This design comes from an exercise in tuning for small area on the open sky130 flow, not from production work. The RTL was checked by simulation tests, not by an equivalence proof against the original design. No activity file was given, so power comes from the tool's default toggle rates.

== the reference run ==
## ftservo_codec
module ftservo_codec (
    input  wire        clk,
    input  wire        rst,
    input  wire        tx_start,
    input  wire [7:0]  tx_id,
    input  wire [7:0]  tx_instr,
    input  wire [7:0]  tx_k,
    output wire        tx_busy,
    input  wire        tx_pvalid,
    input  wire [7:0]  tx_pdata,
    output wire        tx_pready,
    output wire        tx_ovalid,
    output wire [7:0]  tx_odata,
    input  wire        tx_oready,
    output wire        tx_done,
    output wire        tx_err,
    input  wire        rx_start,
    input  wire [7:0]  rx_xid,
    input  wire        rx_any,
    input  wire        rx_bvalid,
    input  wire [7:0]  rx_bdata,
    input  wire        rx_timeout,
    input  wire        rx_rderr,
    output wire        rx_active,
    output wire        rx_pvalid,
    output wire [7:0]  rx_pdata,
    output wire        rx_done,
    output wire [3:0]  rx_result,
    output wire [7:0]  rx_pkt_id,
    output wire [7:0]  rx_pkt_err,
    output wire [7:0]  rx_pkt_count,
    input  wire        w_valid,
    input  wire [2:0]  w_op,
    input  wire [7:0]  w_a,
    input  wire [7:0]  w_b,
    input  wire [7:0]  w_c,
    input  wire [31:0] w_opa,
    output wire        w_done,
    output wire [31:0] w_result
);
Size: roughly 640 cells after synthesis, ~120 flip-flops, roughly 5700 sq um of cells after synthesis.
clock: 10.0 ns
lec_check: 0
abc_area: 1
cap_margin: 20
core_area: 5 5 125 125
die_area: 0 0 130 130
slew_margin: 20
standard.sh (not shown) runs the stock make flow with config.mk's settings and CLKGATE_MAP_FILE= SYNTH_SCRIPT=/design/flow/synth_recipe.tcl, a recipe that flattens the netlist after the stock synthesis.
==> flow/flow/run.sh <==
#!/bin/bash
# Own layout flow: the standard layout (standard.sh) with three changes:
#  - synthesis maps the logic with an area-oriented ABC script
#    (flow/abc_area.script: deep AIG resynthesis, then area mapping; used
#    through ABC_AREA=1 from a copy of the
#    ORFS scripts folder; everything else in synthesis is unchanged);
#  - the port buffers are the smallest buffer cell;
#  - the clock tree is built from small clock buffers without dummy loads.
# Each step's full output is kept in this folder (ORFS's own per-step logs
# are under orfs/logs).
set -euo pipefail
rm -rf synth_scripts
cp -r "$FLOW_HOME/scripts" synth_scripts
cp flow/abc_area.script synth_scripts/abc_area.script
SCRIPTS_DIR="$PWD/synth_scripts" bash standard.sh synth > synth_make.log 2>&1
export BUFFER_PORTS_ARGS="-buffer_cell sky130_fd_sc_hd__buf_1"
export CTS_ARGS="-sink_clustering_enable -repair_clock_nets -dont_use_dummy_load -root_buf sky130_fd_sc_hd__clkbuf_8 -buf_list sky130_fd_sc_hd__clkbuf_4"
export RECOVER_POWER="${RECOVER_POWER:-100}"
bash standard.sh > layout_make.log 2>&1
==> flow/flow/abc_area.script <==
strash
&get -n
&deepsyn -J 100 -T 120
&st
&dch
&nf -R 1000
&put
topo
stime -c
## Diff of input files: the trial run against the reference run
diff --git a/flow/flow/run.sh b/flow/flow/run.sh
--- a/flow/flow/run.sh
+++ b/flow/flow/run.sh
@@ -4,2 +4 @@
-#    (flow/abc_area.script: deep AIG resynthesis, then area mapping; used
-#    through ABC_AREA=1 from a copy of the
+#    (flow/abc_area.script, used through ABC_AREA=1 from a copy of the
==> flow/flow/abc_area.script <==
strash
&get -n
&st
&dch
&nf -R 1000
&put
topo
stime -c
[summary]
As far as total CTS buffers is concerned, the trial run and the reference run perform about the same. The trial run: power share of the combinational group is 0.4 points higher than what the reference run reported. Static power due to leakage ended up about 0.37% higher on the trial run than on the reference run. The trial run has completed all stages; timing, DRC and antenna checks passed. Sort the trial run and the reference run by maximum fanout along the worst path asc -> top: the reference run. Compared with the reference run, the trial run shows a first-iteration DRC count that is about 35% higher. Delta (the trial run minus the reference run): post-synthesis to final-layout area growth dropped 0.16 points, weighted congestion reported at the end of routability-driven placement decreased 5.9%.

---

Setup of run 1:
ftservo_codec again, from the RTL that the note above started with.
==> flow/config.mk <==
export PLATFORM = sky130hd
export DESIGN_NAME = ftservo_codec
export DESIGN_NICKNAME = ftservo_codec
export VERILOG_FILES = /design/flow/design.v
export SDC_FILE = /design/flow/constraint.sdc
export NUM_CORES = 4
export LEC_CHECK = 0
export ABC_AREA = 1
export CAP_MARGIN = 20
export CORE_AREA = 5 5 125 125
export DIE_AREA = 0 0 130 130
export SLEW_MARGIN = 20
==> flow/constraint.sdc <==
create_clock -name core_clock -period 10.0 [get_ports {clk}]
set_input_delay 2.0000 -clock core_clock [delete_from_list [all_inputs] [get_ports {clk}]]
set_output_delay 2.0000 -clock core_clock [all_outputs]
set_load 0.01 [all_outputs]
==> flow/flow/run.sh <==
#!/bin/bash
# Own layout flow: the standard layout (standard.sh) with three changes:
#  - synthesis maps the logic with an area-oriented ABC script
#    (flow/abc_area.script: deep AIG resynthesis, then area mapping; used
#    through ABC_AREA=1 from a copy of the
#    ORFS scripts folder; everything else in synthesis is unchanged);
#  - the port buffers are the smallest buffer cell;
#  - the clock tree is built from small clock buffers without dummy loads.
# Each step's full output is kept in this folder (ORFS's own per-step logs
# are under orfs/logs).
set -euo pipefail
rm -rf synth_scripts
cp -r "$FLOW_HOME/scripts" synth_scripts
cp flow/abc_area.script synth_scripts/abc_area.script
SCRIPTS_DIR="$PWD/synth_scripts" bash standard.sh synth > synth_make.log 2>&1
export BUFFER_PORTS_ARGS="-buffer_cell sky130_fd_sc_hd__buf_1"
export CTS_ARGS="-repair_clock_nets -dont_use_dummy_load -root_buf sky130_fd_sc_hd__clkbuf_8 -buf_list sky130_fd_sc_hd__clkbuf_4"
export RECOVER_POWER="${RECOVER_POWER:-100}"
bash standard.sh > layout_make.log 2>&1
==> flow/flow/abc_area.script <==
strash
&get -n
&deepsyn -J 100 -T 120
&st
&dch
&nf -R 1000
&put
topo
stime -c
Run 1 | stages: all done | timing, DRC, antenna: all pass
The inputs of run 2 differ from those of run 1 as listed below.
--- a/flow/flow/run.sh
+++ b/flow/flow/run.sh
@@ -15,5 +15,5 @@
 SCRIPTS_DIR="$PWD/synth_scripts" bash standard.sh synth > synth_make.log 2>&1
 export BUFFER_PORTS_ARGS="-buffer_cell sky130_fd_sc_hd__buf_1"
-export CTS_ARGS="-repair_clock_nets -dont_use_dummy_load -root_buf sky130_fd_sc_hd__clkbuf_8 -buf_list sky130_fd_sc_hd__clkbuf_4"
+export CTS_ARGS="-sink_clustering_enable -repair_clock_nets -dont_use_dummy_load -root_buf sky130_fd_sc_hd__clkbuf_8 -buf_list sky130_fd_sc_hd__clkbuf_4 -sink_buffer_max_cap_derate 1.0"
 export RECOVER_POWER="${RECOVER_POWER:-100}"
 bash standard.sh > layout_make.log 2>&1
Notes after the runs:
Diff run 2..run 1 | largest net degree at the start of global routing | unchanged
Reported for run 2 and run 1, area of all placed cells without fillers turned out identical to the last digit.
Between run 1 and run 2, the overall routed net length does not differ in any meaningful way.
Reported for run 2 and run 1, worst slack after detailed placement turned out identical to the last digit.
> inputs changed (run 2 -> run 3)
Settings: DIE_AREA changed from 0 0 130 130 to 0 0 110 110; CORE_AREA changed from 5 5 125 125 to 5 5 105 105.
--- a/flow/flow/run.sh
+++ b/flow/flow/run.sh
@@ -15,5 +15,5 @@
 SCRIPTS_DIR="$PWD/synth_scripts" bash standard.sh synth > synth_make.log 2>&1
 export BUFFER_PORTS_ARGS="-buffer_cell sky130_fd_sc_hd__buf_1"
-export CTS_ARGS="-sink_clustering_enable -repair_clock_nets -dont_use_dummy_load -root_buf sky130_fd_sc_hd__clkbuf_8 -buf_list sky130_fd_sc_hd__clkbuf_4 -sink_buffer_max_cap_derate 1.0"
+export CTS_ARGS="-sink_clustering_enable -repair_clock_nets -dont_use_dummy_load -root_buf sky130_fd_sc_hd__clkbuf_8 -buf_list sky130_fd_sc_hd__clkbuf_4"
 export RECOVER_POWER="${RECOVER_POWER:-100}"
 bash standard.sh > layout_make.log 2>&1
Findings:
Changes observed in run 3 relative to run 2: leakage power of the design flat, sum of met2 wire segment lengths after detailed routing down 220 µm, worst hold slack down 0.0079 ns.
Average via count per standard cell in run 3 is 0.37 above run 2.
Number of placement rows delta for run 3 relative to run 2: 16% lower
In the tables for run 3 and run 2, width of the chip reads higher with run 2.
Lower die area among run 3 and run 2: run 3
Every run (run 3 and run 2) finished clean.

port drivers added, routing unchanged:
The flow's constraints put no driver on any port. The routed layouts listed below were extracted and timed again, unchanged, in two steps.
Step 1 assumes that a clkbuf_16 drives the clock port and a buf_2 every other input.
Step 2 times the ports against the registers' clock, not the clock port: input delays grow and output delays shrink by t, the midpoint of the rising clock arrivals with the driver on.
Three values: ideal ports, drivers, drivers and shift; two values: the first two.
| run | shift t [ns] | setup WS [ns] | latest minus earliest clock arrival (ns) |
|---|---|---|---|
| the reference run | 0.433 | 1.238 / 1.235 / 0.801 | 0.041 / 0.041 |
| the trial run | 0.434 | 1.932 / 1.944 / 1.510 | 0.040 / 0.040 |
| run 1 | 0.433 | 1.238 / 1.235 / 0.801 | 0.041 / 0.041 |
| run 2 | 0.433 | 1.238 / 1.235 / 0.801 | 0.041 / 0.041 |
| run 3 | 0.413 | 1.596 / 1.592 / 1.179 | 0.028 / 0.027 |
After both steps every run listed still meets setup and hold.
